This design comes from an exercise in tuning for small area, a short achievable clock period and few clock cycles per item on the open sky130 flow, not from production work. Where RTL was checked, it was by simulation tests only, not by an equivalence proof against the original. Power is estimated from default activity; no workload was simulated.

## exp/ember
// fds_decoder
module fds_decoder (
    input  wire        clk,
    input  wire        rst,           
    input  wire [7:0]  cfg_q_t0,      
    input  wire [7:0]  cfg_q_t1,      
    input  wire [7:0]  cfg_q_t2,      
    input  wire [7:0]  cfg_q_t3,      
    input  wire [15:0] cfg_min_gap,   
    input  wire        in_valid,
    output wire        in_ready,
    input  wire [7:0]  in_data,
    output reg         out_valid,
    input  wire        out_ready,
    output reg  [1:0]  out_kind,
    output wire [31:0] out_data,
    output wire [31:0] out_pos
);
Size in the first run: about 780 cells after synthesis, about 150 flip-flops, roughly 0.0081 mm2 of cells after synthesis.
==> flow/config.mk <==
export PLATFORM = sky130hd
export DESIGN_NAME = fds_decoder
export DESIGN_NICKNAME = fds_decoder
export VERILOG_FILES = /design/flow/design.v
export SDC_FILE = /design/flow/constraint.sdc
export NUM_CORES = 4
export LEC_CHECK = 0
export CAP_MARGIN = 20
export CORE_MARGIN = 2
export CORE_UTILIZATION = 60
export CTS_BUF_LIST = sky130_fd_sc_hd__clkbuf_4 sky130_fd_sc_hd__clkbuf_8
export CTS_CLUSTER_DIAMETER = 60
export CTS_CLUSTER_SIZE = 30
export SLEW_MARGIN = 20
==> flow/constraint.sdc <==
create_clock -name core_clock -period 10.0 [get_ports {clk}]
set_input_delay 2.0000 -clock core_clock [delete_from_list [all_inputs] [get_ports {clk}]]
set_output_delay 2.0000 -clock core_clock [all_outputs]
set_load 0.01 [all_outputs]
standard.sh (not shown) runs the stock make flow with config.mk's settings and CLKGATE_MAP_FILE= SYNTH_SCRIPT=/design/flow/synth_recipe.tcl, a recipe that flattens the netlist after the stock synthesis.
==> flow/flow/run.sh <==
#!/bin/bash
set -euo pipefail
bash standard.sh \
  "BUFFER_PORTS_ARGS=-buffer_cell sky130_fd_sc_hd__buf_1" \
  "SETUP_SLACK_MARGIN=${FLOW_SETUP_MARGIN:-6.5}" \
  finish > standard_finish.log 2>&1
exp/ember completed; timing, DRC and antenna clean
Testbench counts of exp/ember, summed over its fixed seeds: cycles 728,934, items 728,725.
diff inputs: exp/ember => exp/garnet
- swapping sky130_fd_sc_hd__clkbuf_4 sky130_fd_sc_hd__clkbuf_8 for sky130_fd_sc_hd__clkbuf_16 in CTS_BUF_LIST
[summary]
- exp/garnet vs. exp/ember: number of cells traversed by the worst register-to-register path grew by 1, pin count of the biggest net entering global routing shows no meaningful change, die footprint now sits at about the same level, multi-input logic portion of the cell area saw a decrease.
- Diff exp/ember -> exp/garnet: sequential cell area stayed essentially flat, hold path depth essentially unchanged.
- exp/ember -> exp/garnet: wire length flat
- Against exp/ember, the final cell area of exp/garnet is higher.
What exp/amber does differently from exp/garnet at the input level:
- changing CTS_BUF_LIST from sky130_fd_sc_hd__clkbuf_16 to sky130_fd_sc_hd__clkbuf_8
- changing CTS_CLUSTER_DIAMETER from 60 to 150
- changing CTS_CLUSTER_SIZE from 30 to 50
### Flow results
Comparing exp/garnet against exp/amber, there is no change at all in height of the chip.
exp/amber ended with more share of total power consumed by net switching than exp/garnet.
For global-route usage, exp/garnet and exp/amber come out practically identical.
Going from exp/garnet to exp/amber, the static leakage was found to have gone down by about 2.2%.
exp/amber: power share of the combinational group is 1.8 points higher than what exp/garnet reported.
On clock network power share, the higher figure sits with exp/garnet, not exp/amber.
Compared exp/garnet against exp/amber; sequential power within noise.
Summary of exp/amber over exp/garnet: final routed wirelength across all metal layers saw little to no change; initial detailed-routing violation count saw an increase.
The inputs of exp/delta differ from those of exp/amber as listed below.
- changing CTS_CLUSTER_SIZE from 50 to 30
- changing CTS_BUF_LIST from sky130_fd_sc_hd__clkbuf_8 to sky130_fd_sc_hd__clkbuf_4 sky130_fd_sc_hd__clkbuf_8
- changing CORE_UTILIZATION from 60 to 40
- changing CTS_CLUSTER_DIAMETER from 150 to 60
==> run notes <==
In the metrics for exp/delta and exp/amber, the one carrying the higher die width is exp/delta. Delta (exp/delta minus exp/amber): setup slack climbed 0.028 ns; net switching power went down 0.037 mW; post-place instance area increased by about 1.4% relative to the old numbers.

========
fds_decoder again, from the RTL that the note above started with.
==> flow/config.mk <==
export PLATFORM = sky130hd
export DESIGN_NAME = fds_decoder
export DESIGN_NICKNAME = fds_decoder
export VERILOG_FILES = /design/flow/design.v
export SDC_FILE = /design/flow/constraint.sdc
export NUM_CORES = 4
export LEC_CHECK = 0
export CAP_MARGIN = 20
export CORE_MARGIN = 2
export CORE_UTILIZATION = 60
export CTS_BUF_LIST = sky130_fd_sc_hd__clkbuf_4 sky130_fd_sc_hd__clkbuf_8
export CTS_CLUSTER_DIAMETER = 60
export CTS_CLUSTER_SIZE = 30
export SLEW_MARGIN = 20
==> flow/constraint.sdc <==
create_clock -name core_clock -period 10.0 [get_ports {clk}]
set_input_delay 2.0000 -clock core_clock [delete_from_list [all_inputs] [get_ports {clk}]]
set_output_delay 2.0000 -clock core_clock [all_outputs]
set_load 0.01 [all_outputs]
==> flow/flow/run.sh <==
#!/bin/bash
set -euo pipefail
here=$(pwd)
RS_SLACK=6.6 RS_DEPTH=4 bash standard.sh \
  "BUFFER_PORTS_ARGS=-buffer_cell sky130_fd_sc_hd__buf_1" \
  "SETUP_SLACK_MARGIN=6.5" \
  "POST_FLOORPLAN_TCL=$here/flow/restructure.tcl" \
  finish > standard_finish.log 2>&1
==> flow/flow/restructure.tcl <==
# Run after floorplan: re-map the logic cones of the slowest paths for delay
# with OpenROAD's restructure (ABC on the cones, with real timing).
set lib [lindex $::env(LIB_FILES) 0]
set lo [join $::env(TIELO_CELL_AND_PORT) /]
set hi [join $::env(TIEHI_CELL_AND_PORT) /]
file mkdir $::env(OBJECTS_DIR)/rmp
restructure -target timing -slack_threshold $::env(RS_SLACK) -depth_threshold $::env(RS_DEPTH) \
  -liberty_file $lib -tielo_port $lo -tiehi_port $hi \
  -work_dir $::env(OBJECTS_DIR)/rmp -abc_logfile $::env(LOG_DIR)/rmp_abc.log
report_design_area
Testbench counts at the start, summed over its fixed seeds: cycles 728,934, items 728,725.
Edit:
==> flow/flow/run.sh (replaced) <==
#!/bin/bash
set -euo pipefail
bash standard.sh \
  "BUFFER_PORTS_ARGS=-buffer_cell sky130_fd_sc_hd__buf_1" \
  "SETUP_SLACK_MARGIN=${FLOW_SETUP_MARGIN:-6.9}" \
  finish > standard_finish.log 2>&1
removed: flow/flow/restructure.tcl
Effect: Power rose by 5.2%. Maximum frequency fell by 1.9%. Design area rose by 4.8%. Sequential cell count is unchanged. First-iteration DRC count rose by 40%. Die area stays the same. Wire length rose by 2.6%. Non-clock buffer count rose by 13.

========
Another version of the RTL of fds_decoder (not shown whole).
Size: about 770 cells after synthesis, roughly 150 flip-flops, ~130 I/O pins, ~8100 um^2 of cells after synthesis.
==> flow/config.mk <==
export PLATFORM = sky130hd
export DESIGN_NAME = fds_decoder
export DESIGN_NICKNAME = fds_decoder
export VERILOG_FILES = /design/flow/design.v
export SDC_FILE = /design/flow/constraint.sdc
export NUM_CORES = 4
export LEC_CHECK = 0
export CAP_MARGIN = 20
export CORE_MARGIN = 2
export CORE_UTILIZATION = 60
export CTS_BUF_LIST = sky130_fd_sc_hd__clkbuf_4 sky130_fd_sc_hd__clkbuf_8
export CTS_CLUSTER_DIAMETER = 60
export CTS_CLUSTER_SIZE = 30
export SLEW_MARGIN = 20
==> flow/constraint.sdc <==
create_clock -name core_clock -period 10.0 [get_ports {clk}]
set_input_delay 2.0000 -clock core_clock [delete_from_list [all_inputs] [get_ports {clk}]]
set_output_delay 2.0000 -clock core_clock [all_outputs]
set_load 0.01 [all_outputs]
==> flow/flow/run.sh <==
#!/bin/bash
set -euo pipefail
bash standard.sh \
  "BUFFER_PORTS_ARGS=-buffer_cell sky130_fd_sc_hd__buf_1" \
  "SETUP_SLACK_MARGIN=${FLOW_SETUP_MARGIN:-6.9}" \
  finish > standard_finish.log 2>&1
Testbench counts at the start, summed over its fixed seeds: cycles 729,154, items 728,725.
Edit:
==> flow/flow/run.sh (replaced) <==
#!/bin/bash
set -euo pipefail
bash standard.sh \
  "BUFFER_PORTS_ARGS=-buffer_cell sky130_fd_sc_hd__buf_1" \
  "SETUP_SLACK_MARGIN=${FLOW_SETUP_MARGIN:-6.7}" \
  finish > standard_finish.log 2>&1
Global-route usage falls by 1.4 points.
Synthesized cell count does not change.
Sequential power hardly moves.
Final cell count is lower by 0.99%.
Cell area came out lower by 2.5%.
Critical path depth goes down by 1.
Routed wire length is lower by 4.1%.
Synthesized area is unchanged.
Power went down by 2.0%.
Edit:
==> flow/flow/run.sh (replaced) <==
#!/bin/bash
set -euo pipefail
bash standard.sh \
  "BUFFER_PORTS_ARGS=-buffer_cell sky130_fd_sc_hd__buf_1" \
  "SETUP_SLACK_MARGIN=${FLOW_SETUP_MARGIN:-6.5}" \
  finish > standard_finish.log 2>&1
Settings changed: CORE_UTILIZATION 60 to 75.
The changed run completed with no timing, DRC or antenna violations. Global-route usage goes up by 7.2 points. Non-clock buffer count goes down by 22. Wire length goes up by about 2.8%. Setup slack loses 47 ps. Critical path depth stays the same. Sequential power barely changes. First-iteration DRC count goes down by 16%. Die area goes down by 19%.

========
before:
The RTL this note starts from:
==> flow/design.v <==
module fds_decoder (
    input  wire        clk,
    input  wire        rst,           
    input  wire [7:0]  cfg_q_t0,      
    input  wire [7:0]  cfg_q_t1,      
    input  wire [7:0]  cfg_q_t2,      
    input  wire [7:0]  cfg_q_t3,      
    input  wire [15:0] cfg_min_gap,   
    input  wire        in_valid,
    output wire        in_ready,
    input  wire [7:0]  in_data,
    output reg         out_valid,
    input  wire        out_ready,
    output reg  [1:0]  out_kind,
    output wire [31:0] out_data,
    output wire [31:0] out_pos
);
    localparam [1:0] K_DATA     = 2'd0;
    localparam [1:0] K_BLOCK_OK = 2'd1;
    localparam [1:0] K_BAD_CRC  = 2'd2;
    localparam [1:0] K_MISMATCH = 2'd3;
    localparam [1:0] P_TYPE = 2'd0, P_DATA = 2'd1, P_CRCLO = 2'd2, P_CRCHI = 2'd3;
    localparam [15:0] CRC_START = 16'h8080;
    function [15:0] crc_bit;
        input [15:0] reg_in;
        input        b;
        reg   [16:0] r;
        begin
            r = {b, reg_in};
            if (r[0]) r = r ^ 17'h10810;
            crc_bit = r[16:1];
        end
    endfunction
    function lt8;
        input [7:0] a;
        input [7:0] b;
        integer i;
        reg r;
        begin
            r = 1'b0;
            for (i = 0; i < 8; i = i + 1)
                r = (!a[i] && b[i]) || (!(a[i] ^ b[i]) && r);
            lt8 = r;
        end
    endfunction
    wire lt0 = lt8(in_data, cfg_q_t0);
    wire lt1 = lt8(in_data, cfg_q_t1);
    wire lt2 = lt8(in_data, cfg_q_t2);
    wire lt3 = lt8(in_data, cfg_q_t3);
    wire [1:0] sym_in = {lt0 || (!lt1 && !lt2), lt0 || (!lt1 && (lt2 || !lt3))};
    reg       q_v0;           
    reg       q_nf;           
    reg [1:0] q_s0, q_s1;     
    assign in_ready = q_nf;
    reg  end_p;               
    wire push = in_valid && q_nf;
    wire can  = !end_p && (!out_valid || out_ready);
    wire pop  = q_v0 && can;
    wire [1:0] s = q_s0;
    always @(posedge clk) begin
        if (!q_v0 || (pop && q_nf)) q_s0 <= sym_in;
        else if (pop)               q_s0 <= q_s1;
        if (q_nf)                   q_s1 <= sym_in;
        if (rst) begin
            q_v0 <= 1'b0;
            q_nf <= 1'b1;
        end else begin
            q_v0 <= push || !q_nf || (q_v0 && !pop);
            q_nf <= !((!q_nf && !pop) || (q_v0 && push && !pop));
        end
    end
    reg        in_block;
    reg        prev;          
    reg [1:0]  phase;         
    reg [2:0]  bitcnt;        
    reg [15:0] cnt;           
    reg [7:0]  sr;            
    reg [7:0]  ob;            
    reg [15:0] crc;
    reg [1:0]  stage;         
    reg [15:0] size;
    reg [31:0] pos;           
    reg [31:0] e_pos;         
    reg r_end;                
    reg r_mis;
    wire mismatch = r_mis;
    wire two  = prev && (s[0] ^ s[1]);
    wire b0   = prev ? (s == 2'd0) : (s == 2'd1);
    wire b1   = s[1] && !s[0];
    wire npr  = two ? b1 : b0;
    wire cnt_z = (cnt == 16'd0);
    wire cnt_1 = (cnt == 16'd1);
    wire last_bit = (phase == P_CRCHI) && (bitcnt == 3'd7);
    wire take2 = two && !last_bit;
    wire done0 = (bitcnt == 3'd7);
    wire done1 = take2 && (bitcnt == 3'd6);
    wire bdone = done0 || done1;
    wire g0 = !phase[1];
    wire g1 = done0 ? ((phase == P_TYPE && !cnt_z) || (phase == P_DATA && !cnt_1)) : !phase[1];
    wire [15:0] crc1 = crc_bit(crc, b0 & g0);
    wire [15:0] crc2 = crc_bit(crc1, b1 & g1);
    wire [15:0] crc_n = take2 ? crc2 : crc1;
    wire [7:0]  sr_n = take2 ? {b1, b0, sr[7:2]} : {b0, sr[7:1]};
    wire [7:0]  byte_n = done1 ? {b1, b0, sr[7:2]} : {b0, sr[7:1]};
    wire [7:0]  exp_type = {5'd0, stage == 2'd3, stage[0] ^ stage[1], !stage[0]};
    wire        mis1 = ({b1, b0, sr[7:2]} != exp_type);
    wire        mis0 = ({b0, sr[7:1]} != exp_type);
    wire        mis_n = done1 ? mis1 : mis0;
    reg [15:0] blk_cnt;
    always @* begin
        case (stage)
            2'd0: blk_cnt = 16'd55;
            2'd1: blk_cnt = 16'd1;
            2'd2: blk_cnt = 16'd15;
            default: blk_cnt = size;
        endcase
    end
    wire [15:0] cnt_dec = cnt - 16'd1;
    always @(posedge clk) begin
        if (pop) begin
            if (!in_block) begin
                prev   <= 1'b1;
                phase  <= P_TYPE;
                bitcnt <= 3'd0;
                crc    <= CRC_START;
                e_pos  <= pos;
                if (s == 2'd1 && cnt_z) begin
                    in_block <= 1'b1;
                    cnt      <= blk_cnt;
                end else if (s == 2'd0) begin
                    if (!cnt_z) cnt <= cnt_dec;
                end else begin
                    cnt <= cfg_min_gap;
                end
            end else begin
                prev   <= npr;
                sr     <= sr_n;
                crc    <= crc_n;
                bitcnt <= bitcnt + {1'b0, take2, !take2};
                if (bdone) begin
                    if (phase != P_CRCHI) ob <= byte_n;
                    case (phase)
                        P_TYPE: phase <= cnt_z ? P_CRCLO : P_DATA;
                        P_DATA: begin
                            cnt <= cnt_dec;
                            if (cnt_1) phase <= P_CRCLO;
                            if (!mismatch && stage == 2'd2 && cnt[15:2] == 14'd0 && cnt[1])
                                size <= {byte_n, size[15:8]};
                        end
                        P_CRCLO: phase <= P_CRCHI;
                        default: begin
                            in_block <= 1'b0;
                            cnt      <= cfg_min_gap;
                            if (!mismatch)
                                stage <= (stage == 2'd3) ? 2'd2 : stage + 2'd1;
                        end
                    endcase
                end
            end
        end
        if (rst) begin
            in_block <= 1'b0;
            cnt      <= cfg_min_gap;
            stage    <= 2'd0;
        end
    end
    always @(posedge clk) begin
        if (rst)
            pos <= 32'd0;
        else if (pop)
            pos <= pos + 32'd1;
    end
    wire rec_n = pop && in_block && bdone &&
                 (phase == P_TYPE || (phase == P_DATA && !mismatch) ||
                  (phase == P_CRCHI && !mismatch));
    wire end_n = rec_n && (phase == P_CRCHI);
    always @(posedge clk) begin
        if (rst) begin
            out_valid <= 1'b0;
            end_p     <= 1'b0;
        end else begin
            end_p <= end_n;
            if ((rec_n && !end_n) || end_p)
                out_valid <= 1'b1;
            else if (out_ready)
                out_valid <= 1'b0;
        end
        if (rec_n) begin
            r_end <= end_n;
            r_mis <= (phase == P_TYPE) && mis_n;
            out_kind <= (phase == P_TYPE && mis_n) ? K_MISMATCH : K_DATA;
        end
        if (end_p)
            out_kind <= ({sr, ob} == crc) ? K_BLOCK_OK : K_BAD_CRC;
    end
    assign out_data[7:0]   = r_end ? crc[7:0] : ob;
    assign out_data[15:8]  = ({8{r_end}} & crc[15:8]) | ({8{r_mis}} & exp_type);
    assign out_data[31:16] = {16{r_end}} & {sr, ob};
    assign out_pos = e_pos;
endmodule
Settings: LEC_CHECK=0, CAP_MARGIN=20, CORE_MARGIN=2, CORE_UTILIZATION=40, CTS_BUF_LIST=sky130_fd_sc_hd__clkbuf_4 sky130_fd_sc_hd__clkbuf_8, CTS_CLUSTER_DIAMETER=60, CTS_CLUSTER_SIZE=30, SLEW_MARGIN=20; clock period 10.0 ns.
==> flow/flow/run.sh <==
#!/bin/bash
set -euo pipefail
bash standard.sh \
  "BUFFER_PORTS_ARGS=-buffer_cell sky130_fd_sc_hd__buf_1" \
  "SETUP_SLACK_MARGIN=${FLOW_SETUP_MARGIN:-7.0}" \
  finish > standard_finish.log 2>&1
Input changes introduced in after (baseline for comparison: before):
==> flow/flow/run.sh <==
#!/bin/bash
set -euo pipefail
bash standard.sh \
  "BUFFER_PORTS_ARGS=-buffer_cell sky130_fd_sc_hd__buf_1" \
  "SETUP_SLACK_MARGIN=${FLOW_SETUP_MARGIN:-6.5}" \
  finish > standard_finish.log 2>&1
==> comparison <==
- [compare] base=before new=after: count of clock-net buffers in the final layout neither gained nor lost much, worst-case reg-to-reg path depth went down.
- after ended up with out_data[9] as its timing endpoint of the critical path; before ended up with out_data[0].
- Summary of after over before: number of signal-net buffers in the layout dropped 17; fraction of met1 tracks used by global routing barely changed; post-CTS repair timing setup buffer count dropped 13; via count of the routed design dropped 54.
- The total routed wirelength of after was superior to that of before.
- Comparing before and after, the higher utilization of the core after routing was measured on before.
- [compare] base=before new=after: first-pass GRT wire length -2.7%; share of final layout cell area taken by clock buffers and inverters flat.
Function was not checked in any run of this note: the RTL went through the layout flow alone.

static timing again, ports no longer ideal:
In the flow no input, the clock included, has a driving cell. The finished layouts below were timed again as built, in two steps. Step 1 sets driving cells, clkbuf_16 on the clock port and buf_2 on the other inputs (assumed; they add their load-dependent delay and slew). Step 2 also shifts input and output timing later by t, the mid clock arrival at the registers, as if the neighbouring blocks saw the same clock. a / b / c = ideal ports / drivers / drivers and shift; a / b = the first two.
| run | t (ns) | setup WS [ns] | worst hold slack (ns) |
|---|---|---|---|
| exp/ember | 0.500 | 6.504 / 6.466 / 6.058 | 0.467 / 0.467 / 0.467 |
| exp/garnet | 0.460 | 6.523 / 6.507 / 6.083 | 0.459 / 0.459 / 0.459 |
| exp/amber | 0.504 | 6.499 / 6.461 / 6.060 | 0.467 / 0.467 / 0.467 |
| exp/delta | 0.481 | 6.527 / 6.487 / 6.082 | 0.434 / 0.434 / 0.434 |
| the first run of note 2 | 0.500 | 6.504 / 6.466 / 6.058 | 0.467 / 0.467 / 0.467 |
| the second run of note 2 | 0.500 | 6.435 / 6.400 / 6.053 | 0.450 / 0.450 / 0.450 |
| the first run of note 3 | 0.504 | 6.647 / 6.607 / 6.383 | 0.461 / 0.461 / 0.461 |
| the second run of note 3 | 0.487 | 6.645 / 6.610 / 6.226 | 0.455 / 0.455 / 0.455 |
| the third run of note 3 | 0.493 | 6.599 / 6.564 / 6.129 | 0.464 / 0.464 / 0.464 |
| before | 0.498 | 6.455 / 6.419 / 6.166 | 0.462 / 0.462 / 0.462 |
| after | 0.495 | 6.353 / 6.312 / 6.095 | 0.469 / 0.469 / 0.469 |
After both steps setup and hold are still met in every run listed. The setup slack of the third run of note 3, which loses most, moves by -0.035 ns with the drivers and by -0.470 ns with both steps.
